From an optimization exercise on the open Yosys and OpenROAD flow, aimed at small area; shortcuts taken in it are not production practice. The RTL was checked by simulation tests, not by an equivalence proof against the original design. Power figures rest on the tool's default switching activity, not on a simulated workload.

==> flow/design.v (outline; a module is shown in full before it is edited, if it fits) <==
// module sdadc_engine: 749 lines
// module sdadc_hold_bit: 11 lines
// module sdadc_tmo_bit: 7 lines
// module sdadc_ao222: 6 lines
// module sdadc_ld: 7 lines
// module sdadc_ld3: 7 lines
module sdadc_engine (
    input  wire        clk,
    input  wire        rst,           
    input  wire        tick_i,        
    input  wire        cmd_valid,
    input  wire [31:0] cmd_word,
    output wire        cmd_ready,
    output reg         rsp_valid,
    output wire [2:0]  rsp_status,
    output wire [31:0] rsp_value,
    output wire [3:0]  rsp_recn,
    input  wire        reg_wr_en,
    input  wire [2:0]  reg_wr_addr,
    input  wire [31:0] reg_wr_data,
    input  wire [3:0]  reg_rd_addr,
    output wire [31:0] reg_rd_data,
    input  wire        pin_grant,
    output wire        sclk_o,
    output wire        sclk_oe,
    output wire        din_o,
    output wire        din_oe,
    output wire        dout_o,
    output wire        dout_oe,
    input  wire        dout_i
);
  // ...
==> flow/flow/run.sh <==
#!/bin/bash
# Layout flow: the standard flow (standard.sh) with these changes
#  - synthesis maps the logic with an area-oriented ABC script (amap) instead
#    of ORFS's delay-oriented one; the Yosys steps, and so the registers, are
#    the standard synthesis's;
#  - every port still gets a buffer, but a buf_1 instead of the default pick;
#  - the clock tree is built from clkbuf_8 without dummy loads.
# Each make run's full output goes to its own log file here.
set -uo pipefail
here=$(pwd)

# a copy of ORFS's scripts whose only change is the ABC script
rm -rf "$here/scripts_area"
cp -r "$FLOW_HOME/scripts" "$here/scripts_area"
cp "$here/flow/abc_area_map.script" "$here/scripts_area/abc_speed.script"

bash standard.sh SCRIPTS_DIR="$here/scripts_area" synth > "$here/synth.log" 2>&1 || exit 1

export BUFFER_PORTS_ARGS="-buffer_cell sky130_fd_sc_hd__buf_1"
export CTS_ARGS="-sink_clustering_enable -repair_clock_nets -sink_clustering_size 28 -sink_clustering_max_diameter 70 -buf_list sky130_fd_sc_hd__clkbuf_16 -dont_use_dummy_load"
bash standard.sh > "$here/layout.log" 2>&1
==> flow/flow/abc_area_map.script <==
strash
dc2
dch
amap
strash
dch
amap
strash
dch
amap
topo
stime -c
==> flow/standard.sh <==
#!/bin/bash
# synth_recipe.tcl (not shown) runs the flow's synth.tcl, then flattens the netlist and writes it again
# the make line also repeats each setting of config.mk as NAME=value (left out here)
make -C /OpenROAD-flow-scripts/flow DESIGN_CONFIG=/design/flow/config.mk WORK_HOME=/design/flow/orfs CLKGATE_MAP_FILE= SYNTH_SCRIPT=/design/flow/synth_recipe.tcl "${@:-finish}"
==> flow/config.mk <==
export PLATFORM = sky130hd
export DESIGN_NAME = sdadc_engine
export DESIGN_NICKNAME = sdadc_engine
export VERILOG_FILES = /design/flow/design.v
export SDC_FILE = /design/flow/constraint.sdc
export NUM_CORES = 4
export LEC_CHECK = 0
export CAP_MARGIN = 20
export CORE_MARGIN = 2
export CORE_UTILIZATION = 40
export SLEW_MARGIN = 20
export SYNTH_HIERARCHICAL = 1
export SYNTH_MINIMUM_KEEP_SIZE = 0
==> flow/constraint.sdc <==
create_clock -name core_clock -period 10.0 [get_ports {clk}]
set_input_delay 2.0000 -clock core_clock [delete_from_list [all_inputs] [get_ports {clk}]]
set_output_delay 2.0000 -clock core_clock [all_outputs]
set_load 0.01 [all_outputs]
==> notes.md, run 1 <==
* Status: complete, no violations
* Top cells by area, synth: dfxtp_1, a22o_1, a222oi_1
* Initial antenna violation count at 5
* Relative max-transition margin at a little under a quarter
* Final wirelength at approximately 83 mm
* Worst reg2reg path startpoint: phase[1]
* Sink Count at 482
* M1 GR Usage at 38.6%
* Setup CP Type: input pin to output port
* Reg2reg setup slack at slightly below 5000 ps
* Area growth from synthesis to layout at 12.6%
* Layout Cells excl Fill at 2869
* TritonCTS clock tree: yes
* Die Ht at 231 um
* Ys async rst share at 0%
* Worst clock skew at 50.1 ps
* Fmax at 161 MHz
* Final hold vios at 0
* Yosys top cell by area: dfxtp_1
* Mapped Cells at around 2000
* Post-synthesis simple-gate area fraction at 12.6%
* Count of multi-input combinational gates at 1355
* Setup Viol. Count Final at 0
* Drt drc at 0
* Register bit total from synthesis at between 400 and 500
* Hold_buf cts at 0
* Clk tree area frac at 3.24%
* Worst Path Required at 8000 ps
* Most frequent cells after synthesis: dfxtp_1, a22o_1, a222oi_1
* Setup_tns at 0 ps
* ANT nets after route at 0
* Clock Tree Buf Depth at 3
* Total routing usage reported by global routing at 30.1%
* Tcrit/Tclk final at 62.3%
==> module sdadc_engine, before the edit <==
module sdadc_engine (
    input  wire        clk,
    input  wire        rst,           
    input  wire        tick_i,        
    input  wire        cmd_valid,
    input  wire [31:0] cmd_word,
    output wire        cmd_ready,
    output reg         rsp_valid,
    output wire [2:0]  rsp_status,
    output wire [31:0] rsp_value,
    output wire [3:0]  rsp_recn,
    input  wire        reg_wr_en,
    input  wire [2:0]  reg_wr_addr,
    input  wire [31:0] reg_wr_data,
    input  wire [3:0]  reg_rd_addr,
    output wire [31:0] reg_rd_data,
    input  wire        pin_grant,
    output wire        sclk_o,
    output wire        sclk_oe,
    output wire        din_o,
    output wire        din_oe,
    output wire        dout_o,
    output wire        dout_oe,
    input  wire        dout_i
);
    localparam [2:0] ST_OK      = 3'd0;
    localparam [2:0] ST_TIMEOUT = 3'd1;
    localparam [2:0] ST_INVALID = 3'd2;
    localparam [2:0] ST_BUSY    = 3'd3;
    localparam [2:0] ST_NORES   = 3'd4;
    localparam [3:0] P_IDLE    = 4'd0;
    localparam [3:0] P_CHECK   = 4'd1;
    localparam [3:0] P_WAIT    = 4'd2;
    localparam [3:0] P_DATA    = 4'd3;
    localparam [3:0] P_TRAIL   = 4'd4;
    localparam [3:0] P_RECOVER = 4'd5;
    localparam [3:0] P_ENTER   = 4'd6;
    localparam [3:0] P_CMD     = 4'd7;
    localparam [3:0] P_PAYLOAD = 4'd8;
    localparam [3:0] P_TURN    = 4'd9;
    localparam [3:0] P_RDATA   = 4'd10;
    localparam [3:0] P_EXIT    = 4'd11;
    localparam [3:0] P_PRIM    = 4'd12;    
    localparam [3:0] P_AD      = 4'd13;    
    localparam [2:0] S_DIROUT = 3'd0;
    localparam [2:0] S_DAT    = 3'd1;
    localparam [2:0] S_RISE   = 3'd2;
    localparam [2:0] S_HIGH   = 3'd3;
    localparam [2:0] S_DIRIN  = 3'd4;
    localparam [2:0] S_TEST   = 3'd5;
    localparam [2:0] S_FALL   = 3'd6;
    localparam [2:0] S_LOW    = 3'd7;
    localparam [2:0] W_DIR    = 3'd0;
    localparam [2:0] W_SMP    = 3'd1;
    localparam [2:0] W_RECHK  = 3'd2;
    localparam [2:0] W_HOLD   = 3'd3;
    reg         m_shared, m_dinv, m_recheck;
    reg  [3:0]  m_trail, m_recmax, m_width;
    reg  [23:0] cr_cmdcode;
    reg  [31:0] cr_timeout, cr_t_high, cr_t_low, cr_t_poll, cr_t_reset, cr_t_startup;
    wire [31:0] cr_mode = {12'd0, m_width, m_recmax, m_trail, 5'd0, m_recheck, m_dinv, m_shared};
    wire [7:0]  cmd_wr   = cr_cmdcode[7:0];
    wire [7:0]  cmd_rd   = cr_cmdcode[15:8];
    wire [7:0]  reg_mask = cr_cmdcode[23:16];
    reg  [3:0]  phase;
    reg  [2:0]  sub;
    reg  [4:0]  bitcnt;
    reg         drive;
    reg         clk_q, data_q, dir_q;
    reg  [23:0] result_q;
    reg  [3:0]  recn_q;
    reg  [2:0]  code_q;
    reg  [7:0]  lastop_q;
    reg  [31:0] lasttmo_q;
    reg  [63:0] now_q;
    reg         done_any;      
    reg         res_any;       
    reg  [7:0]  op_q;          
    reg         fmt_q;         
    reg  [23:0] shift_q;       
    reg  [31:0] holdn_q;       
    reg  [31:0] tmon_q;        
    wire idle   = (phase == P_IDLE);
    wire accept = cmd_valid & idle;
    assign cmd_ready = idle;
    assign sclk_o  = clk_q;
    assign sclk_oe = drive;
    assign din_o   = data_q;
    assign din_oe  = drive & ~m_shared;
    assign dout_o  = data_q;
    assign dout_oe = drive & m_shared & dir_q;
    wire last_val = (code_q == ST_OK) &&
                    ((lastop_q == 8'h01) || (lastop_q == 8'h10) || (lastop_q == 8'h12));
    wire last_raw = (code_q == ST_OK) && (lastop_q == 8'h10);
    assign rsp_status = code_q;
    assign rsp_value  = last_val ? {{8{result_q[23]}}, result_q} : 32'd0;
    assign rsp_recn   = last_raw ? recn_q : 4'd0;
    wire [15:0] rsel  = 16'd1 << reg_rd_addr;
    wire        rsel9  = rsel[9] & res_any;
    wire        rsel10 = rsel[10] & done_any;
    wire        rsel11 = rsel[11] & done_any;
    wire [8:0]  sr0 = {recn_q, code_q & {3{done_any}}, ~idle, drive};
    wire [4:0]  sr6 = {drive, dout_i, dir_q, data_q, clk_q};
    wire rd0_0;
    sdadc_ao222 u_rd0_0 (.a0(rsel[0]), .b0(cr_mode[0]), .a1(rsel[1]), .b1(cr_cmdcode[0]), .a2(rsel[2]), .b2(cr_timeout[0]), .yn(rd0_0));
    wire rd0_1;
    sdadc_ao222 u_rd0_1 (.a0(rsel[3]), .b0(cr_t_high[0]), .a1(rsel[4]), .b1(cr_t_low[0]), .a2(rsel[5]), .b2(cr_t_poll[0]), .yn(rd0_1));
    wire rd0_2;
    sdadc_ao222 u_rd0_2 (.a0(rsel[6]), .b0(cr_t_reset[0]), .a1(rsel[7]), .b1(cr_t_startup[0]), .a2(rsel[8]), .b2(sr0[0]), .yn(rd0_2));
    wire rd0_3;
    sdadc_ao222 u_rd0_3 (.a0(rsel9), .b0(result_q[0]), .a1(rsel10), .b1(lastop_q[0]), .a2(rsel11), .b2(lasttmo_q[0]), .yn(rd0_3));
    wire rd0_4;
    sdadc_ao222 u_rd0_4 (.a0(rsel[12]), .b0(now_q[0]), .a1(rsel[13]), .b1(now_q[32]), .a2(rsel[14]), .b2(sr6[0]), .yn(rd0_4));
    assign reg_rd_data[0] = ~(rd0_0 & rd0_1 & rd0_2 & rd0_3 & rd0_4);
    wire rd1_0;
    sdadc_ao222 u_rd1_0 (.a0(rsel[0]), .b0(cr_mode[1]), .a1(rsel[1]), .b1(cr_cmdcode[1]), .a2(rsel[2]), .b2(cr_timeout[1]), .yn(rd1_0));
    wire rd1_1;
    sdadc_ao222 u_rd1_1 (.a0(rsel[3]), .b0(cr_t_high[1]), .a1(rsel[4]), .b1(cr_t_low[1]), .a2(rsel[5]), .b2(cr_t_poll[1]), .yn(rd1_1));
    wire rd1_2;
    sdadc_ao222 u_rd1_2 (.a0(rsel[6]), .b0(cr_t_reset[1]), .a1(rsel[7]), .b1(cr_t_startup[1]), .a2(rsel[8]), .b2(sr0[1]), .yn(rd1_2));
    wire rd1_3;
    sdadc_ao222 u_rd1_3 (.a0(rsel9), .b0(result_q[1]), .a1(rsel10), .b1(lastop_q[1]), .a2(rsel11), .b2(lasttmo_q[1]), .yn(rd1_3));
    wire rd1_4;
    sdadc_ao222 u_rd1_4 (.a0(rsel[12]), .b0(now_q[1]), .a1(rsel[13]), .b1(now_q[33]), .a2(rsel[14]), .b2(sr6[1]), .yn(rd1_4));
    assign reg_rd_data[1] = ~(rd1_0 & rd1_1 & rd1_2 & rd1_3 & rd1_4);
    wire rd2_0;
    sdadc_ao222 u_rd2_0 (.a0(rsel[0]), .b0(cr_mode[2]), .a1(rsel[1]), .b1(cr_cmdcode[2]), .a2(rsel[2]), .b2(cr_timeout[2]), .yn(rd2_0));
    wire rd2_1;
    sdadc_ao222 u_rd2_1 (.a0(rsel[3]), .b0(cr_t_high[2]), .a1(rsel[4]), .b1(cr_t_low[2]), .a2(rsel[5]), .b2(cr_t_poll[2]), .yn(rd2_1));
    wire rd2_2;
    sdadc_ao222 u_rd2_2 (.a0(rsel[6]), .b0(cr_t_reset[2]), .a1(rsel[7]), .b1(cr_t_startup[2]), .a2(rsel[8]), .b2(sr0[2]), .yn(rd2_2));
    wire rd2_3;
    sdadc_ao222 u_rd2_3 (.a0(rsel9), .b0(result_q[2]), .a1(rsel10), .b1(lastop_q[2]), .a2(rsel11), .b2(lasttmo_q[2]), .yn(rd2_3));
    wire rd2_4;
    sdadc_ao222 u_rd2_4 (.a0(rsel[12]), .b0(now_q[2]), .a1(rsel[13]), .b1(now_q[34]), .a2(rsel[14]), .b2(sr6[2]), .yn(rd2_4));
    assign reg_rd_data[2] = ~(rd2_0 & rd2_1 & rd2_2 & rd2_3 & rd2_4);
    wire rd3_0;
    sdadc_ao222 u_rd3_0 (.a0(rsel[1]), .b0(cr_cmdcode[3]), .a1(rsel[2]), .b1(cr_timeout[3]), .a2(rsel[3]), .b2(cr_t_high[3]), .yn(rd3_0));
    wire rd3_1;
    sdadc_ao222 u_rd3_1 (.a0(rsel[4]), .b0(cr_t_low[3]), .a1(rsel[5]), .b1(cr_t_poll[3]), .a2(rsel[6]), .b2(cr_t_reset[3]), .yn(rd3_1));
    wire rd3_2;
    sdadc_ao222 u_rd3_2 (.a0(rsel[7]), .b0(cr_t_startup[3]), .a1(rsel[8]), .b1(sr0[3]), .a2(rsel9), .b2(result_q[3]), .yn(rd3_2));
    wire rd3_3;
    sdadc_ao222 u_rd3_3 (.a0(rsel10), .b0(lastop_q[3]), .a1(rsel11), .b1(lasttmo_q[3]), .a2(rsel[12]), .b2(now_q[3]), .yn(rd3_3));
    assign reg_rd_data[3] = ~(rd3_0 & rd3_1 & rd3_2 & rd3_3 & ~(rsel[13] & now_q[35]) & ~(rsel[14] & sr6[3]));
    wire rd4_0;
    sdadc_ao222 u_rd4_0 (.a0(rsel[1]), .b0(cr_cmdcode[4]), .a1(rsel[2]), .b1(cr_timeout[4]), .a2(rsel[3]), .b2(cr_t_high[4]), .yn(rd4_0));
    wire rd4_1;
    sdadc_ao222 u_rd4_1 (.a0(rsel[4]), .b0(cr_t_low[4]), .a1(rsel[5]), .b1(cr_t_poll[4]), .a2(rsel[6]), .b2(cr_t_reset[4]), .yn(rd4_1));
    wire rd4_2;
    sdadc_ao222 u_rd4_2 (.a0(rsel[7]), .b0(cr_t_startup[4]), .a1(rsel[8]), .b1(sr0[4]), .a2(rsel9), .b2(result_q[4]), .yn(rd4_2));
    wire rd4_3;
    sdadc_ao222 u_rd4_3 (.a0(rsel10), .b0(lastop_q[4]), .a1(rsel11), .b1(lasttmo_q[4]), .a2(rsel[12]), .b2(now_q[4]), .yn(rd4_3));
    assign reg_rd_data[4] = ~(rd4_0 & rd4_1 & rd4_2 & rd4_3 & ~(rsel[13] & now_q[36]) & ~(rsel[14] & sr6[4]));
    wire rd5_0;
    sdadc_ao222 u_rd5_0 (.a0(rsel[1]), .b0(cr_cmdcode[5]), .a1(rsel[2]), .b1(cr_timeout[5]), .a2(rsel[3]), .b2(cr_t_high[5]), .yn(rd5_0));
    wire rd5_1;
    sdadc_ao222 u_rd5_1 (.a0(rsel[4]), .b0(cr_t_low[5]), .a1(rsel[5]), .b1(cr_t_poll[5]), .a2(rsel[6]), .b2(cr_t_reset[5]), .yn(rd5_1));
    wire rd5_2;
    sdadc_ao222 u_rd5_2 (.a0(rsel[7]), .b0(cr_t_startup[5]), .a1(rsel[8]), .b1(sr0[5]), .a2(rsel9), .b2(result_q[5]), .yn(rd5_2));
    wire rd5_3;
    sdadc_ao222 u_rd5_3 (.a0(rsel10), .b0(lastop_q[5]), .a1(rsel11), .b1(lasttmo_q[5]), .a2(rsel[12]), .b2(now_q[5]), .yn(rd5_3));
    assign reg_rd_data[5] = ~(rd5_0 & rd5_1 & rd5_2 & rd5_3 & ~(rsel[13] & now_q[37]));
    wire rd6_0;
    sdadc_ao222 u_rd6_0 (.a0(rsel[1]), .b0(cr_cmdcode[6]), .a1(rsel[2]), .b1(cr_timeout[6]), .a2(rsel[3]), .b2(cr_t_high[6]), .yn(rd6_0));
    wire rd6_1;
    sdadc_ao222 u_rd6_1 (.a0(rsel[4]), .b0(cr_t_low[6]), .a1(rsel[5]), .b1(cr_t_poll[6]), .a2(rsel[6]), .b2(cr_t_reset[6]), .yn(rd6_1));
    wire rd6_2;
    sdadc_ao222 u_rd6_2 (.a0(rsel[7]), .b0(cr_t_startup[6]), .a1(rsel[8]), .b1(sr0[6]), .a2(rsel9), .b2(result_q[6]), .yn(rd6_2));
    wire rd6_3;
    sdadc_ao222 u_rd6_3 (.a0(rsel10), .b0(lastop_q[6]), .a1(rsel11), .b1(lasttmo_q[6]), .a2(rsel[12]), .b2(now_q[6]), .yn(rd6_3));
    assign reg_rd_data[6] = ~(rd6_0 & rd6_1 & rd6_2 & rd6_3 & ~(rsel[13] & now_q[38]));
    wire rd7_0;
    sdadc_ao222 u_rd7_0 (.a0(rsel[1]), .b0(cr_cmdcode[7]), .a1(rsel[2]), .b1(cr_timeout[7]), .a2(rsel[3]), .b2(cr_t_high[7]), .yn(rd7_0));
    wire rd7_1;
    sdadc_ao222 u_rd7_1 (.a0(rsel[4]), .b0(cr_t_low[7]), .a1(rsel[5]), .b1(cr_t_poll[7]), .a2(rsel[6]), .b2(cr_t_reset[7]), .yn(rd7_1));
    wire rd7_2;
    sdadc_ao222 u_rd7_2 (.a0(rsel[7]), .b0(cr_t_startup[7]), .a1(rsel[8]), .b1(sr0[7]), .a2(rsel9), .b2(result_q[7]), .yn(rd7_2));
    wire rd7_3;
    sdadc_ao222 u_rd7_3 (.a0(rsel10), .b0(lastop_q[7]), .a1(rsel11), .b1(lasttmo_q[7]), .a2(rsel[12]), .b2(now_q[7]), .yn(rd7_3));
    assign reg_rd_data[7] = ~(rd7_0 & rd7_1 & rd7_2 & rd7_3 & ~(rsel[13] & now_q[39]));
    wire rd8_0;
    sdadc_ao222 u_rd8_0 (.a0(rsel[0]), .b0(cr_mode[8]), .a1(rsel[1]), .b1(cr_cmdcode[8]), .a2(rsel[2]), .b2(cr_timeout[8]), .yn(rd8_0));
    wire rd8_1;
    sdadc_ao222 u_rd8_1 (.a0(rsel[3]), .b0(cr_t_high[8]), .a1(rsel[4]), .b1(cr_t_low[8]), .a2(rsel[5]), .b2(cr_t_poll[8]), .yn(rd8_1));
    wire rd8_2;
    sdadc_ao222 u_rd8_2 (.a0(rsel[6]), .b0(cr_t_reset[8]), .a1(rsel[7]), .b1(cr_t_startup[8]), .a2(rsel[8]), .b2(sr0[8]), .yn(rd8_2));
    wire rd8_3;
    sdadc_ao222 u_rd8_3 (.a0(rsel9), .b0(result_q[8]), .a1(rsel11), .b1(lasttmo_q[8]), .a2(rsel[12]), .b2(now_q[8]), .yn(rd8_3));
    assign reg_rd_data[8] = ~(rd8_0 & rd8_1 & rd8_2 & rd8_3 & ~(rsel[13] & now_q[40]));
    wire rd9_0;
    sdadc_ao222 u_rd9_0 (.a0(rsel[0]), .b0(cr_mode[9]), .a1(rsel[1]), .b1(cr_cmdcode[9]), .a2(rsel[2]), .b2(cr_timeout[9]), .yn(rd9_0));
    wire rd9_1;
    sdadc_ao222 u_rd9_1 (.a0(rsel[3]), .b0(cr_t_high[9]), .a1(rsel[4]), .b1(cr_t_low[9]), .a2(rsel[5]), .b2(cr_t_poll[9]), .yn(rd9_1));
    wire rd9_2;
    sdadc_ao222 u_rd9_2 (.a0(rsel[6]), .b0(cr_t_reset[9]), .a1(rsel[7]), .b1(cr_t_startup[9]), .a2(rsel9), .b2(result_q[9]), .yn(rd9_2));
    wire rd9_3;
    sdadc_ao222 u_rd9_3 (.a0(rsel11), .b0(lasttmo_q[9]), .a1(rsel[12]), .b1(now_q[9]), .a2(rsel[13]), .b2(now_q[41]), .yn(rd9_3));
    assign reg_rd_data[9] = ~(rd9_0 & rd9_1 & rd9_2 & rd9_3);
    wire rd10_0;
    sdadc_ao222 u_rd10_0 (.a0(rsel[0]), .b0(cr_mode[10]), .a1(rsel[1]), .b1(cr_cmdcode[10]), .a2(rsel[2]), .b2(cr_timeout[10]), .yn(rd10_0));
    wire rd10_1;
    sdadc_ao222 u_rd10_1 (.a0(rsel[3]), .b0(cr_t_high[10]), .a1(rsel[4]), .b1(cr_t_low[10]), .a2(rsel[5]), .b2(cr_t_poll[10]), .yn(rd10_1));
    wire rd10_2;
    sdadc_ao222 u_rd10_2 (.a0(rsel[6]), .b0(cr_t_reset[10]), .a1(rsel[7]), .b1(cr_t_startup[10]), .a2(rsel9), .b2(result_q[10]), .yn(rd10_2));
    wire rd10_3;
    sdadc_ao222 u_rd10_3 (.a0(rsel11), .b0(lasttmo_q[10]), .a1(rsel[12]), .b1(now_q[10]), .a2(rsel[13]), .b2(now_q[42]), .yn(rd10_3));
    assign reg_rd_data[10] = ~(rd10_0 & rd10_1 & rd10_2 & rd10_3);
    wire rd11_0;
    sdadc_ao222 u_rd11_0 (.a0(rsel[0]), .b0(cr_mode[11]), .a1(rsel[1]), .b1(cr_cmdcode[11]), .a2(rsel[2]), .b2(cr_timeout[11]), .yn(rd11_0));
    wire rd11_1;
    sdadc_ao222 u_rd11_1 (.a0(rsel[3]), .b0(cr_t_high[11]), .a1(rsel[4]), .b1(cr_t_low[11]), .a2(rsel[5]), .b2(cr_t_poll[11]), .yn(rd11_1));
    wire rd11_2;
    sdadc_ao222 u_rd11_2 (.a0(rsel[6]), .b0(cr_t_reset[11]), .a1(rsel[7]), .b1(cr_t_startup[11]), .a2(rsel9), .b2(result_q[11]), .yn(rd11_2));
    wire rd11_3;
    sdadc_ao222 u_rd11_3 (.a0(rsel11), .b0(lasttmo_q[11]), .a1(rsel[12]), .b1(now_q[11]), .a2(rsel[13]), .b2(now_q[43]), .yn(rd11_3));
    assign reg_rd_data[11] = ~(rd11_0 & rd11_1 & rd11_2 & rd11_3);
    wire rd12_0;
    sdadc_ao222 u_rd12_0 (.a0(rsel[0]), .b0(cr_mode[12]), .a1(rsel[1]), .b1(cr_cmdcode[12]), .a2(rsel[2]), .b2(cr_timeout[12]), .yn(rd12_0));
    wire rd12_1;
    sdadc_ao222 u_rd12_1 (.a0(rsel[3]), .b0(cr_t_high[12]), .a1(rsel[4]), .b1(cr_t_low[12]), .a2(rsel[5]), .b2(cr_t_poll[12]), .yn(rd12_1));
    wire rd12_2;
    sdadc_ao222 u_rd12_2 (.a0(rsel[6]), .b0(cr_t_reset[12]), .a1(rsel[7]), .b1(cr_t_startup[12]), .a2(rsel9), .b2(result_q[12]), .yn(rd12_2));
    wire rd12_3;
    sdadc_ao222 u_rd12_3 (.a0(rsel11), .b0(lasttmo_q[12]), .a1(rsel[12]), .b1(now_q[12]), .a2(rsel[13]), .b2(now_q[44]), .yn(rd12_3));
    assign reg_rd_data[12] = ~(rd12_0 & rd12_1 & rd12_2 & rd12_3);
    wire rd13_0;
    sdadc_ao222 u_rd13_0 (.a0(rsel[0]), .b0(cr_mode[13]), .a1(rsel[1]), .b1(cr_cmdcode[13]), .a2(rsel[2]), .b2(cr_timeout[13]), .yn(rd13_0));
    wire rd13_1;
    sdadc_ao222 u_rd13_1 (.a0(rsel[3]), .b0(cr_t_high[13]), .a1(rsel[4]), .b1(cr_t_low[13]), .a2(rsel[5]), .b2(cr_t_poll[13]), .yn(rd13_1));
    wire rd13_2;
    sdadc_ao222 u_rd13_2 (.a0(rsel[6]), .b0(cr_t_reset[13]), .a1(rsel[7]), .b1(cr_t_startup[13]), .a2(rsel9), .b2(result_q[13]), .yn(rd13_2));
    wire rd13_3;
    sdadc_ao222 u_rd13_3 (.a0(rsel11), .b0(lasttmo_q[13]), .a1(rsel[12]), .b1(now_q[13]), .a2(rsel[13]), .b2(now_q[45]), .yn(rd13_3));
    assign reg_rd_data[13] = ~(rd13_0 & rd13_1 & rd13_2 & rd13_3);
    wire rd14_0;
    sdadc_ao222 u_rd14_0 (.a0(rsel[0]), .b0(cr_mode[14]), .a1(rsel[1]), .b1(cr_cmdcode[14]), .a2(rsel[2]), .b2(cr_timeout[14]), .yn(rd14_0));
    wire rd14_1;
    sdadc_ao222 u_rd14_1 (.a0(rsel[3]), .b0(cr_t_high[14]), .a1(rsel[4]), .b1(cr_t_low[14]), .a2(rsel[5]), .b2(cr_t_poll[14]), .yn(rd14_1));
    wire rd14_2;
    sdadc_ao222 u_rd14_2 (.a0(rsel[6]), .b0(cr_t_reset[14]), .a1(rsel[7]), .b1(cr_t_startup[14]), .a2(rsel9), .b2(result_q[14]), .yn(rd14_2));
    wire rd14_3;
    sdadc_ao222 u_rd14_3 (.a0(rsel11), .b0(lasttmo_q[14]), .a1(rsel[12]), .b1(now_q[14]), .a2(rsel[13]), .b2(now_q[46]), .yn(rd14_3));
    assign reg_rd_data[14] = ~(rd14_0 & rd14_1 & rd14_2 & rd14_3);
    wire rd15_0;
    sdadc_ao222 u_rd15_0 (.a0(rsel[0]), .b0(cr_mode[15]), .a1(rsel[1]), .b1(cr_cmdcode[15]), .a2(rsel[2]), .b2(cr_timeout[15]), .yn(rd15_0));
    wire rd15_1;
    sdadc_ao222 u_rd15_1 (.a0(rsel[3]), .b0(cr_t_high[15]), .a1(rsel[4]), .b1(cr_t_low[15]), .a2(rsel[5]), .b2(cr_t_poll[15]), .yn(rd15_1));
    wire rd15_2;
    sdadc_ao222 u_rd15_2 (.a0(rsel[6]), .b0(cr_t_reset[15]), .a1(rsel[7]), .b1(cr_t_startup[15]), .a2(rsel9), .b2(result_q[15]), .yn(rd15_2));
    wire rd15_3;
    sdadc_ao222 u_rd15_3 (.a0(rsel11), .b0(lasttmo_q[15]), .a1(rsel[12]), .b1(now_q[15]), .a2(rsel[13]), .b2(now_q[47]), .yn(rd15_3));
    assign reg_rd_data[15] = ~(rd15_0 & rd15_1 & rd15_2 & rd15_3);
    wire rd16_0;
    sdadc_ao222 u_rd16_0 (.a0(rsel[0]), .b0(cr_mode[16]), .a1(rsel[1]), .b1(cr_cmdcode[16]), .a2(rsel[2]), .b2(cr_timeout[16]), .yn(rd16_0));
    wire rd16_1;
    sdadc_ao222 u_rd16_1 (.a0(rsel[3]), .b0(cr_t_high[16]), .a1(rsel[4]), .b1(cr_t_low[16]), .a2(rsel[5]), .b2(cr_t_poll[16]), .yn(rd16_1));
    wire rd16_2;
    sdadc_ao222 u_rd16_2 (.a0(rsel[6]), .b0(cr_t_reset[16]), .a1(rsel[7]), .b1(cr_t_startup[16]), .a2(rsel9), .b2(result_q[16]), .yn(rd16_2));
    wire rd16_3;
    sdadc_ao222 u_rd16_3 (.a0(rsel11), .b0(lasttmo_q[16]), .a1(rsel[12]), .b1(now_q[16]), .a2(rsel[13]), .b2(now_q[48]), .yn(rd16_3));
    assign reg_rd_data[16] = ~(rd16_0 & rd16_1 & rd16_2 & rd16_3);
    wire rd17_0;
    sdadc_ao222 u_rd17_0 (.a0(rsel[0]), .b0(cr_mode[17]), .a1(rsel[1]), .b1(cr_cmdcode[17]), .a2(rsel[2]), .b2(cr_timeout[17]), .yn(rd17_0));
    wire rd17_1;
    sdadc_ao222 u_rd17_1 (.a0(rsel[3]), .b0(cr_t_high[17]), .a1(rsel[4]), .b1(cr_t_low[17]), .a2(rsel[5]), .b2(cr_t_poll[17]), .yn(rd17_1));
    wire rd17_2;
    sdadc_ao222 u_rd17_2 (.a0(rsel[6]), .b0(cr_t_reset[17]), .a1(rsel[7]), .b1(cr_t_startup[17]), .a2(rsel9), .b2(result_q[17]), .yn(rd17_2));
    wire rd17_3;
    sdadc_ao222 u_rd17_3 (.a0(rsel11), .b0(lasttmo_q[17]), .a1(rsel[12]), .b1(now_q[17]), .a2(rsel[13]), .b2(now_q[49]), .yn(rd17_3));
    assign reg_rd_data[17] = ~(rd17_0 & rd17_1 & rd17_2 & rd17_3);
    wire rd18_0;
    sdadc_ao222 u_rd18_0 (.a0(rsel[0]), .b0(cr_mode[18]), .a1(rsel[1]), .b1(cr_cmdcode[18]), .a2(rsel[2]), .b2(cr_timeout[18]), .yn(rd18_0));
    wire rd18_1;
    sdadc_ao222 u_rd18_1 (.a0(rsel[3]), .b0(cr_t_high[18]), .a1(rsel[4]), .b1(cr_t_low[18]), .a2(rsel[5]), .b2(cr_t_poll[18]), .yn(rd18_1));
    wire rd18_2;
    sdadc_ao222 u_rd18_2 (.a0(rsel[6]), .b0(cr_t_reset[18]), .a1(rsel[7]), .b1(cr_t_startup[18]), .a2(rsel9), .b2(result_q[18]), .yn(rd18_2));
    wire rd18_3;
    sdadc_ao222 u_rd18_3 (.a0(rsel11), .b0(lasttmo_q[18]), .a1(rsel[12]), .b1(now_q[18]), .a2(rsel[13]), .b2(now_q[50]), .yn(rd18_3));
    assign reg_rd_data[18] = ~(rd18_0 & rd18_1 & rd18_2 & rd18_3);
    wire rd19_0;
    sdadc_ao222 u_rd19_0 (.a0(rsel[0]), .b0(cr_mode[19]), .a1(rsel[1]), .b1(cr_cmdcode[19]), .a2(rsel[2]), .b2(cr_timeout[19]), .yn(rd19_0));
    wire rd19_1;
    sdadc_ao222 u_rd19_1 (.a0(rsel[3]), .b0(cr_t_high[19]), .a1(rsel[4]), .b1(cr_t_low[19]), .a2(rsel[5]), .b2(cr_t_poll[19]), .yn(rd19_1));
    wire rd19_2;
    sdadc_ao222 u_rd19_2 (.a0(rsel[6]), .b0(cr_t_reset[19]), .a1(rsel[7]), .b1(cr_t_startup[19]), .a2(rsel9), .b2(result_q[19]), .yn(rd19_2));
    wire rd19_3;
    sdadc_ao222 u_rd19_3 (.a0(rsel11), .b0(lasttmo_q[19]), .a1(rsel[12]), .b1(now_q[19]), .a2(rsel[13]), .b2(now_q[51]), .yn(rd19_3));
    assign reg_rd_data[19] = ~(rd19_0 & rd19_1 & rd19_2 & rd19_3);
    wire rd20_0;
    sdadc_ao222 u_rd20_0 (.a0(rsel[1]), .b0(cr_cmdcode[20]), .a1(rsel[2]), .b1(cr_timeout[20]), .a2(rsel[3]), .b2(cr_t_high[20]), .yn(rd20_0));
    wire rd20_1;
    sdadc_ao222 u_rd20_1 (.a0(rsel[4]), .b0(cr_t_low[20]), .a1(rsel[5]), .b1(cr_t_poll[20]), .a2(rsel[6]), .b2(cr_t_reset[20]), .yn(rd20_1));
    wire rd20_2;
    sdadc_ao222 u_rd20_2 (.a0(rsel[7]), .b0(cr_t_startup[20]), .a1(rsel9), .b1(result_q[20]), .a2(rsel11), .b2(lasttmo_q[20]), .yn(rd20_2));
    assign reg_rd_data[20] = ~(rd20_0 & rd20_1 & rd20_2 & ~(rsel[12] & now_q[20]) & ~(rsel[13] & now_q[52]));
    wire rd21_0;
    sdadc_ao222 u_rd21_0 (.a0(rsel[1]), .b0(cr_cmdcode[21]), .a1(rsel[2]), .b1(cr_timeout[21]), .a2(rsel[3]), .b2(cr_t_high[21]), .yn(rd21_0));
    wire rd21_1;
    sdadc_ao222 u_rd21_1 (.a0(rsel[4]), .b0(cr_t_low[21]), .a1(rsel[5]), .b1(cr_t_poll[21]), .a2(rsel[6]), .b2(cr_t_reset[21]), .yn(rd21_1));
    wire rd21_2;
    sdadc_ao222 u_rd21_2 (.a0(rsel[7]), .b0(cr_t_startup[21]), .a1(rsel9), .b1(result_q[21]), .a2(rsel11), .b2(lasttmo_q[21]), .yn(rd21_2));
    assign reg_rd_data[21] = ~(rd21_0 & rd21_1 & rd21_2 & ~(rsel[12] & now_q[21]) & ~(rsel[13] & now_q[53]));
    wire rd22_0;
    sdadc_ao222 u_rd22_0 (.a0(rsel[1]), .b0(cr_cmdcode[22]), .a1(rsel[2]), .b1(cr_timeout[22]), .a2(rsel[3]), .b2(cr_t_high[22]), .yn(rd22_0));
    wire rd22_1;
    sdadc_ao222 u_rd22_1 (.a0(rsel[4]), .b0(cr_t_low[22]), .a1(rsel[5]), .b1(cr_t_poll[22]), .a2(rsel[6]), .b2(cr_t_reset[22]), .yn(rd22_1));
    wire rd22_2;
    sdadc_ao222 u_rd22_2 (.a0(rsel[7]), .b0(cr_t_startup[22]), .a1(rsel9), .b1(result_q[22]), .a2(rsel11), .b2(lasttmo_q[22]), .yn(rd22_2));
    assign reg_rd_data[22] = ~(rd22_0 & rd22_1 & rd22_2 & ~(rsel[12] & now_q[22]) & ~(rsel[13] & now_q[54]));
    wire rd23_0;
    sdadc_ao222 u_rd23_0 (.a0(rsel[1]), .b0(cr_cmdcode[23]), .a1(rsel[2]), .b1(cr_timeout[23]), .a2(rsel[3]), .b2(cr_t_high[23]), .yn(rd23_0));
    wire rd23_1;
    sdadc_ao222 u_rd23_1 (.a0(rsel[4]), .b0(cr_t_low[23]), .a1(rsel[5]), .b1(cr_t_poll[23]), .a2(rsel[6]), .b2(cr_t_reset[23]), .yn(rd23_1));
    wire rd23_2;
    sdadc_ao222 u_rd23_2 (.a0(rsel[7]), .b0(cr_t_startup[23]), .a1(rsel9), .b1(result_q[23]), .a2(rsel11), .b2(lasttmo_q[23]), .yn(rd23_2));
    assign reg_rd_data[23] = ~(rd23_0 & rd23_1 & rd23_2 & ~(rsel[12] & now_q[23]) & ~(rsel[13] & now_q[55]));
    wire rd24_0;
    sdadc_ao222 u_rd24_0 (.a0(rsel[2]), .b0(cr_timeout[24]), .a1(rsel[3]), .b1(cr_t_high[24]), .a2(rsel[4]), .b2(cr_t_low[24]), .yn(rd24_0));
    wire rd24_1;
    sdadc_ao222 u_rd24_1 (.a0(rsel[5]), .b0(cr_t_poll[24]), .a1(rsel[6]), .b1(cr_t_reset[24]), .a2(rsel[7]), .b2(cr_t_startup[24]), .yn(rd24_1));
    wire rd24_2;
    sdadc_ao222 u_rd24_2 (.a0(rsel9), .b0(result_q[23]), .a1(rsel11), .b1(lasttmo_q[24]), .a2(rsel[12]), .b2(now_q[24]), .yn(rd24_2));
    assign reg_rd_data[24] = ~(rd24_0 & rd24_1 & rd24_2 & ~(rsel[13] & now_q[56]));
    wire rd25_0;
    sdadc_ao222 u_rd25_0 (.a0(rsel[2]), .b0(cr_timeout[25]), .a1(rsel[3]), .b1(cr_t_high[25]), .a2(rsel[4]), .b2(cr_t_low[25]), .yn(rd25_0));
    wire rd25_1;
    sdadc_ao222 u_rd25_1 (.a0(rsel[5]), .b0(cr_t_poll[25]), .a1(rsel[6]), .b1(cr_t_reset[25]), .a2(rsel[7]), .b2(cr_t_startup[25]), .yn(rd25_1));
    wire rd25_2;
    sdadc_ao222 u_rd25_2 (.a0(rsel9), .b0(result_q[23]), .a1(rsel11), .b1(lasttmo_q[25]), .a2(rsel[12]), .b2(now_q[25]), .yn(rd25_2));
    assign reg_rd_data[25] = ~(rd25_0 & rd25_1 & rd25_2 & ~(rsel[13] & now_q[57]));
    wire rd26_0;
    sdadc_ao222 u_rd26_0 (.a0(rsel[2]), .b0(cr_timeout[26]), .a1(rsel[3]), .b1(cr_t_high[26]), .a2(rsel[4]), .b2(cr_t_low[26]), .yn(rd26_0));
    wire rd26_1;
    sdadc_ao222 u_rd26_1 (.a0(rsel[5]), .b0(cr_t_poll[26]), .a1(rsel[6]), .b1(cr_t_reset[26]), .a2(rsel[7]), .b2(cr_t_startup[26]), .yn(rd26_1));
    wire rd26_2;
    sdadc_ao222 u_rd26_2 (.a0(rsel9), .b0(result_q[23]), .a1(rsel11), .b1(lasttmo_q[26]), .a2(rsel[12]), .b2(now_q[26]), .yn(rd26_2));
    assign reg_rd_data[26] = ~(rd26_0 & rd26_1 & rd26_2 & ~(rsel[13] & now_q[58]));
    wire rd27_0;
    sdadc_ao222 u_rd27_0 (.a0(rsel[2]), .b0(cr_timeout[27]), .a1(rsel[3]), .b1(cr_t_high[27]), .a2(rsel[4]), .b2(cr_t_low[27]), .yn(rd27_0));
    wire rd27_1;
    sdadc_ao222 u_rd27_1 (.a0(rsel[5]), .b0(cr_t_poll[27]), .a1(rsel[6]), .b1(cr_t_reset[27]), .a2(rsel[7]), .b2(cr_t_startup[27]), .yn(rd27_1));
    wire rd27_2;
    sdadc_ao222 u_rd27_2 (.a0(rsel9), .b0(result_q[23]), .a1(rsel11), .b1(lasttmo_q[27]), .a2(rsel[12]), .b2(now_q[27]), .yn(rd27_2));
    assign reg_rd_data[27] = ~(rd27_0 & rd27_1 & rd27_2 & ~(rsel[13] & now_q[59]));
    wire rd28_0;
    sdadc_ao222 u_rd28_0 (.a0(rsel[2]), .b0(cr_timeout[28]), .a1(rsel[3]), .b1(cr_t_high[28]), .a2(rsel[4]), .b2(cr_t_low[28]), .yn(rd28_0));
    wire rd28_1;
    sdadc_ao222 u_rd28_1 (.a0(rsel[5]), .b0(cr_t_poll[28]), .a1(rsel[6]), .b1(cr_t_reset[28]), .a2(rsel[7]), .b2(cr_t_startup[28]), .yn(rd28_1));
    wire rd28_2;
    sdadc_ao222 u_rd28_2 (.a0(rsel9), .b0(result_q[23]), .a1(rsel11), .b1(lasttmo_q[28]), .a2(rsel[12]), .b2(now_q[28]), .yn(rd28_2));
    assign reg_rd_data[28] = ~(rd28_0 & rd28_1 & rd28_2 & ~(rsel[13] & now_q[60]));
    wire rd29_0;
    sdadc_ao222 u_rd29_0 (.a0(rsel[2]), .b0(cr_timeout[29]), .a1(rsel[3]), .b1(cr_t_high[29]), .a2(rsel[4]), .b2(cr_t_low[29]), .yn(rd29_0));
    wire rd29_1;
    sdadc_ao222 u_rd29_1 (.a0(rsel[5]), .b0(cr_t_poll[29]), .a1(rsel[6]), .b1(cr_t_reset[29]), .a2(rsel[7]), .b2(cr_t_startup[29]), .yn(rd29_1));
    wire rd29_2;
    sdadc_ao222 u_rd29_2 (.a0(rsel9), .b0(result_q[23]), .a1(rsel11), .b1(lasttmo_q[29]), .a2(rsel[12]), .b2(now_q[29]), .yn(rd29_2));
    assign reg_rd_data[29] = ~(rd29_0 & rd29_1 & rd29_2 & ~(rsel[13] & now_q[61]));
    wire rd30_0;
    sdadc_ao222 u_rd30_0 (.a0(rsel[2]), .b0(cr_timeout[30]), .a1(rsel[3]), .b1(cr_t_high[30]), .a2(rsel[4]), .b2(cr_t_low[30]), .yn(rd30_0));
    wire rd30_1;
    sdadc_ao222 u_rd30_1 (.a0(rsel[5]), .b0(cr_t_poll[30]), .a1(rsel[6]), .b1(cr_t_reset[30]), .a2(rsel[7]), .b2(cr_t_startup[30]), .yn(rd30_1));
    wire rd30_2;
    sdadc_ao222 u_rd30_2 (.a0(rsel9), .b0(result_q[23]), .a1(rsel11), .b1(lasttmo_q[30]), .a2(rsel[12]), .b2(now_q[30]), .yn(rd30_2));
    assign reg_rd_data[30] = ~(rd30_0 & rd30_1 & rd30_2 & ~(rsel[13] & now_q[62]));
    wire rd31_0;
    sdadc_ao222 u_rd31_0 (.a0(rsel[2]), .b0(cr_timeout[31]), .a1(rsel[3]), .b1(cr_t_high[31]), .a2(rsel[4]), .b2(cr_t_low[31]), .yn(rd31_0));
    wire rd31_1;
    sdadc_ao222 u_rd31_1 (.a0(rsel[5]), .b0(cr_t_poll[31]), .a1(rsel[6]), .b1(cr_t_reset[31]), .a2(rsel[7]), .b2(cr_t_startup[31]), .yn(rd31_1));
    wire rd31_2;
    sdadc_ao222 u_rd31_2 (.a0(rsel9), .b0(result_q[23]), .a1(rsel11), .b1(lasttmo_q[31]), .a2(rsel[12]), .b2(now_q[31]), .yn(rd31_2));
    assign reg_rd_data[31] = ~(rd31_0 & rd31_1 & rd31_2 & ~(rsel[13] & now_q[63]));
    wire [7:0] w_op = cmd_word[31:24];
    reg w_fmt;
    always @(*) begin
        case (w_op)
            8'h01, 8'h03, 8'h04, 8'h10,
            8'h20, 8'h30, 8'h31: w_fmt = (cmd_word[23:0] == 24'd0);
            8'h02:               w_fmt = (cmd_word[23:1] == 23'd0);
            8'h11:               w_fmt = (cmd_word[23:16] == 8'd0);
            8'h12:               w_fmt = (cmd_word[23:16] == 8'd0) && (cmd_word[7:0] == 8'd0);
            default:             w_fmt = 1'b0;
        endcase
    end
    wire o_frame   = op_q[4] & ~op_q[5];                  
    wire o_rawrd   = o_frame & ~op_q[1] & ~op_q[0];        
    wire o_regrd   = o_frame & op_q[1];                    
    wire o_low     = ~op_q[4] & ~op_q[5];                  
    wire o_waitrdy = o_low & op_q[2];                      
    wire o_rdbit   = o_low & ~op_q[2] & ~op_q[1];          
    wire o_wrbit   = o_low & op_q[1] & ~op_q[0];           
    wire o_chiprst = op_q[5] & ~op_q[4];                   
    wire o_attach  = op_q[5] & op_q[4] & ~op_q[0];         
    wire o_ad      = op_q[5] & op_q[4];                    
    wire o_poll    = o_frame | o_waitrdy;
    wire width_bad = (m_width == 4'd0) || (m_width > 4'd8);
    wire addr_bad  = (shift_q[15:8] & ~reg_mask) != 8'd0;
    wire [7:0] cw = (o_regrd ? cmd_rd : cmd_wr) | (shift_q[15:8] & reg_mask);
    wire       cell_bit = (phase == P_CMD) ? cw[bitcnt[2:0]] : shift_q[bitcnt[2:0]];
    wire cell_is_write = (phase == P_CMD) || (phase == P_PAYLOAD) ||
                         ((phase == P_PRIM) && o_wrbit);
    wire cell_samples  = (phase == P_RDATA) || ((phase == P_DATA) && o_rawrd) ||
                         ((phase == P_PRIM) && o_rdbit);
    wire [2:0] wr_start = m_shared ? S_DIROUT : S_DAT;
    wire [3:0]  hold_g1, tmo_g1;               
    wire [4:0]  hold_gc, tmo_gc;               
    wire [31:0] hold_d, tmo_d;                 
    wire hold_done = &hold_g1;
    wire tmo_done  = &tmo_g1;
    assign hold_gc[0] = tick_i & ~hold_done;
    assign tmo_gc[0]  = tick_i & ~tmo_done;
    wire h_dec   = sub[1] & sub[0];
    wire h_cell  = (phase != P_WAIT);
    wire h_poll  = ~h_cell;
    wire h_low   = h_cell &  sub[2] & ~o_chiprst;
    wire h_start = h_cell &  sub[2] &  o_chiprst;
    wire h_high  = h_cell & ~sub[2] & ~o_chiprst;
    wire h_reset = h_cell & ~sub[2] &  o_chiprst;
    wire t_load  = (phase != P_WAIT);
    genvar hg, hb;
    generate
        for (hg = 0; hg < 4; hg = hg + 1) begin : g_dec
            wire [8:0] hc, tc;
            assign hold_g1[hg]   = &holdn_q[8*hg+7:8*hg];
            assign tmo_g1[hg]    = &tmon_q[8*hg+7:8*hg];
            assign hold_gc[hg+1] = hold_gc[hg] & hold_g1[hg];
            assign tmo_gc[hg+1]  = tmo_gc[hg] & tmo_g1[hg];
            assign hc[0] = hold_gc[hg];
            assign tc[0] = tmo_gc[hg];
            for (hb = 0; hb < 8; hb = hb + 1) begin : g_bit
                sdadc_hold_bit u_h (
                    .q(holdn_q[8*hg+hb]), .ci(hc[hb]), .inc(h_dec),
                    .s_poll(h_poll), .s_low(h_low), .s_start(h_start),
                    .s_high(h_high), .s_reset(h_reset),
                    .t_poll(cr_t_poll[8*hg+hb]), .t_low(cr_t_low[8*hg+hb]),
                    .t_start(cr_t_startup[8*hg+hb]), .t_high(cr_t_high[8*hg+hb]),
                    .t_reset(cr_t_reset[8*hg+hb]),
                    .d(hold_d[8*hg+hb]), .co(hc[hb+1]));
                sdadc_tmo_bit u_t (
                    .q(tmon_q[8*hg+hb]), .ci(tc[hb]), .load(t_load),
                    .t(cr_timeout[8*hg+hb]),
                    .d(tmo_d[8*hg+hb]), .co(tc[hb+1]));
            end
        end
    endgenerate
    wire bit_last  = (bitcnt == 5'd0);
    reg  [3:0] n_phase;
    reg  [2:0] n_sub;
    reg  [4:0] n_bit;
    reg        n_clk, n_data, n_dir, n_drive;
    reg  [3:0] n_recn;
    reg        cmpl;
    reg  [2:0] cst;
    reg        shift_en;
    always @(*) begin
        n_phase  = phase;
        n_sub    = sub;
        n_bit    = bitcnt;
        n_clk    = clk_q;
        n_data   = data_q;
        n_dir    = dir_q;
        n_drive  = drive;
        n_recn   = recn_q;
        cmpl     = 1'b0;
        cst      = ST_OK;
        shift_en = 1'b0;
        case (phase)
        P_IDLE: begin
            if (cmd_valid) begin
                n_phase = P_CHECK;
                n_bit   = 5'd0;
            end
        end
        P_CHECK: begin
            if (!fmt_q) begin
                cmpl = 1'b1; cst = ST_INVALID;
            end else if (!o_attach && !drive) begin
                cmpl = 1'b1; cst = ST_NORES;
            end else if (o_attach && drive) begin
                cmpl = 1'b1; cst = ST_INVALID;
            end else if (o_poll && (cr_t_poll == 32'd0)) begin
                cmpl = 1'b1; cst = ST_INVALID;
            end else if (o_frame && !o_rawrd && (width_bad || addr_bad)) begin
                cmpl = 1'b1; cst = ST_INVALID;
            end else if (o_ad) begin
                n_phase = P_AD;
            end else if (o_poll) begin
                n_phase = P_WAIT;
                n_sub   = W_DIR;
            end else begin
                n_phase = P_PRIM;
                n_sub   = o_wrbit ? wr_start : S_RISE;
            end
        end
        P_WAIT: begin
            case (sub)
                W_DIR: begin
                    if (m_shared) n_dir = 1'b0;
                    n_sub = W_SMP;
                end
                W_SMP: begin
                    if (!dout_i) begin
                        if (o_waitrdy) begin
                            cmpl = 1'b1;
                        end else if (o_rawrd && m_recheck) begin
                            n_sub = W_RECHK;
                        end else begin
                            n_phase = P_DATA;
                            n_bit   = 5'd23;
                            n_sub   = S_RISE;
                        end
                    end else if (tmo_done) begin
                        cmpl = 1'b1; cst = ST_TIMEOUT;
                    end else begin
                        n_sub = W_HOLD;
                    end
                end
                W_RECHK: begin
                    if (dout_i) begin
                        cmpl = 1'b1; cst = ST_BUSY;
                    end else begin
                        n_phase = P_DATA;
                        n_bit   = 5'd23;
                        n_sub   = S_RISE;
                    end
                end
                default: begin                       
                    if (hold_done) n_sub = W_SMP;
                end
            endcase
        end
        P_TURN: begin
            if (m_shared) n_dir = 1'b0;
            n_phase = P_RDATA;
            n_bit   = 5'd7;
            n_sub   = S_RISE;
        end
        P_AD: begin
            cmpl = 1'b1;
            if (o_attach) begin
                if (!pin_grant) begin
                    cst = ST_NORES;
                end else begin
                    n_clk   = 1'b0;
                    n_data  = 1'b0;
                    n_dir   = 1'b0;
                    n_drive = 1'b1;
                end
            end else begin
                n_drive = 1'b0;
            end
        end
        default: begin       
            case (sub)
                S_DIROUT: begin
                    n_dir = 1'b1;
                    n_sub = S_DAT;
                end
                S_DAT: begin
                    n_data = cell_bit ^ m_dinv;
                    n_sub  = S_RISE;
                end
                S_RISE: begin
                    n_clk = 1'b1;
                    n_sub = S_HIGH;
                end
                S_HIGH: begin
                    if (hold_done) n_sub = S_FALL;
                end
                S_FALL: begin
                    shift_en = cell_samples;
                    n_clk = 1'b0;
                    n_sub = S_LOW;
                end
                S_TEST: begin                        
                    if ((recn_q >= m_recmax) || dout_i)
                        cmpl = 1'b1;
                    else
                        n_sub = S_RISE;
                end
                default: begin                       
                    if (sub == S_DIRIN) n_dir = 1'b0;
                    if (hold_done && cell_is_write && m_shared && (sub == S_LOW))
                        n_sub = S_DIRIN;
                    if ((sub == S_DIRIN) || (hold_done && !(cell_is_write && m_shared))) begin
                        n_bit = bitcnt - 5'd1;
                        case (phase)
                            P_DATA: begin
                                n_sub = S_RISE;
                                if (bit_last) begin
                                    if (!o_rawrd) begin
                                        n_phase = P_ENTER;
                                    end else if (m_trail != 4'd0) begin
                                        n_phase = P_TRAIL;
                                        n_bit   = {1'b0, m_trail - 4'd1};
                                    end else begin
                                        n_phase = P_RECOVER;
                                        n_recn  = 4'd0;
                                        n_sub   = S_TEST;
                                    end
                                end
                            end
                            P_TRAIL: begin
                                n_sub = S_RISE;
                                if (bit_last) begin
                                    n_phase = P_RECOVER;
                                    n_recn  = 4'd0;
                                    n_sub   = S_TEST;
                                end
                            end
                            P_RECOVER: begin
                                n_recn = recn_q + 4'd1;
                                n_sub  = S_TEST;
                            end
                            P_ENTER: begin
                                n_phase = P_CMD;
                                n_bit   = {1'b0, m_width - 4'd1};
                                n_sub   = wr_start;
                            end
                            P_CMD: begin
                                n_sub = wr_start;
                                if (bit_last) begin
                                    n_bit = 5'd7;
                                    n_phase = o_regrd ? P_TURN : P_PAYLOAD;
                                end
                            end
                            P_PAYLOAD: begin
                                n_sub = wr_start;
                                if (bit_last) begin
                                    n_phase = P_EXIT;
                                    n_sub   = S_RISE;
                                end
                            end
                            P_RDATA: begin
                                n_sub = S_RISE;
                                if (bit_last) n_phase = P_EXIT;
                            end
                            default: begin           
                                cmpl = 1'b1;
                            end
                        endcase
                    end
                end
            endcase
        end
        endcase
        if (cmpl) n_phase = P_IDLE;
    end
    wire res_we = cmpl && (cst == ST_OK) && ((phase == P_RECOVER) || o_regrd || o_rdbit);
    wire wr_ok = reg_wr_en & idle;
    wire [31:0] wd0 = reg_wr_data & {32{~rst}};     
    wire [31:0] wd1 = reg_wr_data | {32{rst}};      
    wire [7:0]  we  = {8{wr_ok}} & (8'd1 << reg_wr_addr);
    wire [7:0]  cre = we | {8{rst}};
    wire [7:0]  cren = ~cre;
    wire [14:0] m_d;
    wire [23:0] cmdcode_d;
    wire [31:0] timeout_d, t_high_d, t_low_d, t_poll_d, t_reset_d, t_startup_d;
    sdadc_ld #(15) u_ld0 (.en(cre[0]), .enn(cren[0]),
        .w({wd0[19], wd1[18], wd0[17:8], wd0[2:0]}),                        
        .q({m_width, m_recmax, m_trail, m_recheck, m_dinv, m_shared}), .d(m_d));
    sdadc_ld #(24) u_ld1 (.en(cre[1]), .enn(cren[1]), .w(((wd1[23:0] & 24'h07_0008) | (wd0[23:0] & ~24'h07_0008))), .q(cr_cmdcode),   .d(cmdcode_d));
    sdadc_ld #(32) u_ld2 (.en(cre[2]), .enn(cren[2]), .w(((wd1 & 32'd100000) | (wd0 & ~32'd100000))),    .q(cr_timeout),   .d(timeout_d));
    sdadc_ld #(32) u_ld3 (.en(cre[3]), .enn(cren[3]), .w(((wd1 & 32'd2) | (wd0 & ~32'd2))),         .q(cr_t_high),    .d(t_high_d));
    sdadc_ld #(32) u_ld4 (.en(cre[4]), .enn(cren[4]), .w(((wd1 & 32'd2) | (wd0 & ~32'd2))),         .q(cr_t_low),     .d(t_low_d));
    sdadc_ld #(32) u_ld5 (.en(cre[5]), .enn(cren[5]), .w(((wd1 & 32'd10) | (wd0 & ~32'd10))),        .q(cr_t_poll),    .d(t_poll_d));
    sdadc_ld #(32) u_ld6 (.en(cre[6]), .enn(cren[6]), .w(((wd1 & 32'd1000) | (wd0 & ~32'd1000))),      .q(cr_t_reset),   .d(t_reset_d));
    sdadc_ld #(32) u_ld7 (.en(cre[7]), .enn(cren[7]), .w(((wd1 & 32'd100) | (wd0 & ~32'd100))),       .q(cr_t_startup), .d(t_startup_d));
    always @(posedge clk) begin
        {m_width, m_recmax, m_trail, m_recheck, m_dinv, m_shared} <= m_d;
        cr_cmdcode   <= cmdcode_d;
        cr_timeout   <= timeout_d;
        cr_t_high    <= t_high_d;
        cr_t_low     <= t_low_d;
        cr_t_poll    <= t_poll_d;
        cr_t_reset   <= t_reset_d;
        cr_t_startup <= t_startup_d;
    end
    always @(posedge clk) begin
        if (rst) begin
            phase     <= P_IDLE;
            drive     <= 1'b0;
            clk_q     <= 1'b0;
            data_q    <= 1'b0;
            dir_q     <= 1'b0;
            recn_q    <= 4'd0;
            now_q     <= 64'd0;
            rsp_valid <= 1'b0;
            done_any  <= 1'b0;
            res_any   <= 1'b0;
        end else begin
            phase     <= n_phase;
            drive     <= n_drive;
            clk_q     <= n_clk;
            data_q    <= n_data;
            dir_q     <= n_dir;
            recn_q    <= n_recn;
            now_q     <= now_q ^ now_inc;
            rsp_valid <= cmpl;
            if (cmpl)   done_any <= 1'b1;
            if (res_we) res_any  <= 1'b1;
        end
    end
    wire [7:0]  now_g1;                        
    wire [8:0]  now_gc;                        
    wire [63:0] now_inc;                       
    assign now_gc[0] = tick_i;
    genvar gi, bi;
    generate
        for (gi = 0; gi < 8; gi = gi + 1) begin : g_now
            wire [8:0] c;
            assign now_g1[gi]   = &now_q[8*gi+7:8*gi];
            assign now_gc[gi+1] = now_gc[gi] & now_g1[gi];
            assign c[0] = now_gc[gi];
            for (bi = 0; bi < 8; bi = bi + 1) begin : g_bit
                assign now_inc[8*gi+bi] = c[bi];
                assign c[bi+1] = c[bi] & now_q[8*gi+bi];
            end
        end
    endgenerate
    wire [42:0] last_d;
    wire [23:0] result_d;
    sdadc_ld #(43) u_ldl (.en(cmpl), .enn(~cmpl), .w({cst, op_q, cr_timeout}),
                          .q({code_q, lastop_q, lasttmo_q}), .d(last_d));
    sdadc_ld #(24) u_ldr (.en(res_we), .enn(~res_we),
                          .w({shift_q[23:8] & {16{o_rawrd}}, shift_q[7:0]}),
                          .q(result_q), .d(result_d));
    always @(posedge clk) begin
        {code_q, lastop_q, lasttmo_q} <= last_d;
        result_q <= result_d;
    end
    wire [8:0]  opf_d;
    wire [23:0] shift_d;
    wire        sh_hold = ~idle & ~shift_en;
    sdadc_ld #(9) u_ldo (.en(idle), .enn(~idle), .w({w_op, w_fmt}), .q({op_q, fmt_q}), .d(opf_d));
    sdadc_ld3 #(16) u_lds0 (.e0(idle), .w0(cmd_word[15:0]), .e1(shift_en), .w1({shift_q[14:0], dout_i}),
                            .e2(sh_hold), .w2(shift_q[15:0]), .d(shift_d[15:0]));
    sdadc_ld #(8) u_lds1 (.en(shift_en), .enn(~shift_en), .w(shift_q[22:15]), .q(shift_q[23:16]),
                          .d(shift_d[23:16]));
    always @(posedge clk) begin
        sub    <= n_sub;
        bitcnt <= n_bit;
        {op_q, fmt_q} <= opf_d;
        shift_q <= shift_d;
        holdn_q <= hold_d;
        tmon_q  <= tmo_d;
    end
endmodule
==> run 2, diff against run 1 <==
--- a/flow/design.v
+++ b/flow/design.v
@@ -397,5 +397,5 @@
     wire width_bad = (m_width == 4'd0) || (m_width > 4'd8);
     wire addr_bad  = (shift_q[15:8] & ~reg_mask) != 8'd0;
-    wire [7:0] cw = (o_regrd ? cmd_rd : cmd_wr) | (shift_q[15:8] & reg_mask);
+    wire [7:0] cw = (o_regrd ? cmd_rd : cmd_wr) | shift_q[15:8];
     wire       cell_bit = (phase == P_CMD) ? cw[bitcnt[2:0]] : shift_q[bitcnt[2:0]];
     wire cell_is_write = (phase == P_CMD) || (phase == P_PAYLOAD) ||
@@ -616,5 +616,5 @@
                             P_ENTER: begin
                                 n_phase = P_CMD;
-                                n_bit   = {1'b0, m_width - 4'd1};
+                                n_bit   = {2'b0, m_width[2:0] - 3'd1};    
                                 n_sub   = wr_start;
                             end
--- a/flow/flow/run.sh
+++ b/flow/flow/run.sh
@@ -18,4 +18,4 @@
 
 export BUFFER_PORTS_ARGS="-buffer_cell sky130_fd_sc_hd__buf_1"
-export CTS_ARGS="-sink_clustering_enable -repair_clock_nets -sink_clustering_size 28 -sink_clustering_max_diameter 70 -buf_list sky130_fd_sc_hd__clkbuf_16 -dont_use_dummy_load"
+export CTS_ARGS="-sink_clustering_enable -repair_clock_nets -sink_clustering_size 16 -sink_clustering_max_diameter 60 -buf_list sky130_fd_sc_hd__clkbuf_8 -dont_use_dummy_load"
 bash standard.sh > "$here/layout.log" 2>&1
==> run 2 against run 1 <==
  * Count of clock-buffer cells in the layout is 11 higher
  * Combinational power hardly changed
  * Worst setup slack worse by 760 ps
  * Critical path type is now input pin to flop
  * Register-to-register slack worse by 680 ps
  * Non-clock buffer count is 1 lower
  * Fmax is 11% lower
  * Sequential power is 1% lower
  * Final cell count is 0.17% higher
  * Critical endpoint is now now_q[63]
  * Via count is 0.29% higher
  * Core utilization is 0.47 points lower
==> notes.md, run 2 <==
* Status: complete, no violations (unchanged)
* Vias per cell at 6.77 (was 6.76)
* Die area at 53300 um^2 (about the same)
* Sw Share at 40.0% (was 38.9%)
* Yosys cell types at 47 (was 49)
* Die extent in x at 231 um (about the same)
* Total global routing overflow at 0 (unchanged)
* First-pass GRT wire length at 121 mm (about the same)
* Yosys top cell by area: dfxtp_1 (unchanged)
* Hold Crit Start: cr_timeout[21] (was op_q[7])
* Power share of the clock group at 18.2% (was 20.4%)
* Layout cells sized above 1 at 5.24% (was 4.81%)
* Setup_tns at 0 ps (unchanged)
* Crit-path max FO at 3 (was 32)
* Critical Path End Type: flop (was output port)
* Clk root buf: clkbuf_8 (was clkbuf_16)
* Ys async rst share at 0% (unchanged)
* Synth top area share at 46.1% (about the same)
* Largest register by flop count: now_q (unchanged)
* Total routing usage reported by global routing at 30.1% (about the same)
* Final hold vios at 0 (unchanged)
* Sink Count at 482 (unchanged)
* Worst Hold Depth at 1 (unchanged)
* Switching Power at 2240 uW (was 2250 uW)
* Post CTS Setup Buffer Count at 0 (unchanged)
* Post-DR wirelength/cell at 28.8 um (was 28.9 um)
* Post_cts resized at 0 (unchanged)
* Leak Pwr at 0.00888 uW (was 0.00894 uW)
* Worst reg2reg path startpoint: now_q[2] (was phase[1])
* Post-synth EDFFs at 8 (unchanged)
* CTS clk-pin slew, worst paths at 90 ps (was 80 ps)
* TritonCTS clock tree: yes (unchanged)
* Syn. warnings at 7 (unchanged)
* Area after DPL at 22400 um^2 (about the same)
* Cell Pwr Density at 244 nW/um^2 (was 249 nW/um^2)
* Setup CP Type: input pin to flop (was input pin to output port)
* Type of the worst min-delay path: flop to flop (unchanged)
* Via count at 19500 (was 19400)
* Max Cap Violations at 0 (unchanged)
* Cells on worst reg2reg path at 17 (was 16)
* Reg2reg end: now_q[63] (was result_q[22])
* Area growth from synthesis to layout at 11.6% (was 12.6%)
* Max VDD drop at 0.220 mV (was 0.289 mV)
* Commonest cells after routing, fill and taps aside: dfxtp_1, a22o_1, a222oi_1, buf_1, nor2_1 (unchanged)
* Clock Tree Buf Depth at 3 (unchanged)
* Core area at 51100 um^2 (unchanged)
* Most frequent cell after synthesis: dfxtp_1 (unchanged)
* # nets final at 2404 (was 2395)
* Slew Viols, Final at 0 (unchanged)
* ANT nets after route at 0 (unchanged)
* Site Rows at 83 (unchanged)
* Drt drc at 0 (unchanged)
* Port Buffers at 156 (unchanged)
* Vias in the first global route at 18500 (was 18700)
* Initial DRC count at 3530 (was 3204)
* Slew @ Worst Pin at 1190 ps (was 1150 ps)
* Combinational power share at 33.6% (was 32.3%)
* DRT Pass-1 Iters at 13 (was 11)
* Final wirelength at 82.8 mm (was 83.0 mm)
* Post-route cell area at 23000 um^2 (was 23200 um^2)
* Fmax at 143 MHz (was 161 MHz)
* Worst clock skew at 77.2 ps (was 50.1 ps)
* Power, Total at 5600 uW (was 5790 uW)
* Syn_nets at 2175 (was 2176)
* Largest net degree at the start of global routing at 71 (was 73)
* IO Count at 157 (unchanged)
* Register bit total from synthesis at 482 (unchanged)
* Reg2reg setup slack at 4180 ps (was 4860 ps)
* CTS Buf Count at 41 (was 30)
* H-tree depth at 2 (was 1)
* Starting Density at 40.3% (about the same)
* Nature of the critical path startpoint: input pin (unchanged)
* Half-perimeter wire length after placement at 54.7 mm (was 55.5 mm)
* Hold EP: tmon_q[21] (was lastop_q[7])
* Most frequent cells after synthesis: dfxtp_1, a22o_1, a222oi_1 (unchanged)
* CP arrival at 7560 ps (was 4230 ps)
* Seq pwr share at 48.2% (was 47.3%)
* Relative max-transition margin at 20.0% (was 23.1%)
* Hold_buf cts at 0 (unchanged)
* Syn_area_per_cell at 10.5 um^2 (about the same)
* Largest register FFs at 64 (unchanged)
* Mapped cell area at 20600 um^2 (about the same)
* Skew-Pair Late Insertion Delay at 670 ps (was 620 ps)
* Mapped Cells at 1966 (was 1967)
* Tcrit/Tclk final at 69.9% (was 62.3%)
* Die Ht at 231 um (about the same)
* Initial antenna violation count at 2 (was 5)
* Fin crit period at 6990 ps (was 6230 ps)
* Worst Path Required at 10570 ps (was 8000 ps)
* Fin util at 44.9% (was 45.4%)
* Top_reg_cell synth: dfxtp_1 (unchanged)
* Unrepaired setup endpoints after global routing: no (unchanged)
* Commonest non-fill, non-tap cell in the layout: dfxtp_1 (unchanged)
* Setup Viol. Count Final at 0 (unchanged)
* Pint at 3360 uW (was 3540 uW)
* Top cells by area, synth: dfxtp_1, a22o_1, a222oi_1 (unchanged)
* Seq/Total Area, Yosys at 47.3% (was 47.2%)
* Routability Congestion at 0.938 (was 0.923)
-- run 2: modules after synthesis (local to each module, per instance), a selection --
module / area [um^2] / cells
sdadc_ao222: 10.0 / 1
sdadc_engine: 14400 / 1276
sdadc_hold_bit: 40.0 / 4
sdadc_tmo_bit: 21.3 / 3
-- run 2: critical path, cell delays in order --
cell	delay (ps)
buf_1	170
nand2_1	80
nor3_1	640
nor3b_1	520
nor3b_1	530
nor3b_1	870
nand4_1	400
nor3_1	540
nor3b_1	390
ha_1	220
ha_1	160
ha_1	160
ha_1	180
ha_1	150
ha_1	140
ha_1	160
nor2_1	50
a211oi_1	180
-- run 2: final cells by class --
class | instances | area [um^2]
Antenna cell | 1 | 2.50
Clock buffer | 41 | 564
Fill cell | 4931 | 28100
Inverter | 118 | 443
Multi-Input combinational cell | 1357 | 10500
Sequential cell | 482 | 9730
Tap cell | 680 | 851
Timing Repair Buffer | 195 | 882
-- run 2: worst max-delay path by stage --
stage	start	end	cells past startpoint
after floorplan	phase[2]	result_q[21]	13
after global placement	tick_i	now_q[62]	17
after detailed placement	tick_i	now_q[62]	17
after CTS	tick_i	now_q[62]	17
after global routing	tick_i	now_q[63]	18
final	tick_i	now_q[63]	18
-- run 2: power groups by stage --
stage	sequential, uW	combinational, uW	clock, uW
2_1_floorplan	2570	1190	0
3_3_place_gp	2720	1800	0
3_5_place_dp	2730	1820	0
4_1_cts	2690	1830	1030
5_1_grt	2740	2010	1100
6_report	2700	1880	1020
-- run 2: routing by layer --
| metal | vias up | wire (um) | GRT usage (%) |
|---|---|---|---|
| met1 | 9381 | 32700 | 39.6 |
| li1 | 8437 | - | - |
| met5 | - | 17 | 0 |
| met3 | 236 | 9240 | 6.51 |
| met4 | 4 | 4220 | 14.6 |
| met2 | 1401 | 36600 | 46.8 |
-- run 2: per-stage QoR --
| stage | hold WS [ps] | setup slack (ps) | std cells |
|---|---|---|---|
| after floorplan | 434 | 1190 | 1966 |
| final | 483 | 3010 | 2874 |
| after global routing | 500 | 2860 | 2873 |
| after detailed placement | 465 | 2510 | 2832 |
| after global placement | 460 | 2540 | 2832 |
| after CTS | 488 | 3200 | 2873 |
-- run 2: cells by family (layout without fill, tap and decap cells) --
| logic type | after synthesis | count (layout) | synth area share [%] |
|---|---|---|---|
| AOI/OAI and AO/OA | 713 | 713 | 29.5 |
| and+or+nand+nor | 513 | 513 | 12.7 |
| DFF | 482 | 482 | 47.3 |
| adders and majority gates | 131 | 131 | 8.00 |
| buffers and inverters | 127 | 354 | 2.48 |
| other | 0 | 1 | 0 |

-- afterwards: timing with drivers on the ports --
The results above use ideal ports. As a check the final layouts listed here were re-extracted and re-timed, cells and wires unchanged. Step 1: set_driving_cell puts a clkbuf_16 on clk and a buf_2 on each other input, an assumption about the parent block. Step 2 also shifts input and output timing later by t, the mid clock arrival at the registers, as if the neighbouring blocks saw the same clock. Slacks: no drivers / after step 1 / after step 2; pairs: no drivers / after step 1.
| run | shift t [ns] | setup WS [ns] | hold WS [ns] | worst data-port slew with drivers (ns) | pins driven straight from the clock port |
|---|---|---|---|---|---|
| run 1 | 0.659 | 3.770 / 3.736 / 3.557 | 0.479 / 0.479 / 0.479 | 0.07 | 1 |
| run 2 | 0.686 | 3.012 / 3.036 / 2.350 | 0.483 / 0.483 / 0.483 | 0.06 | 1 |
After both steps setup and hold are still met in every run listed. The setup slack of run 2, which loses most, moves by +0.024 ns with the drivers and by -0.662 ns with both steps.
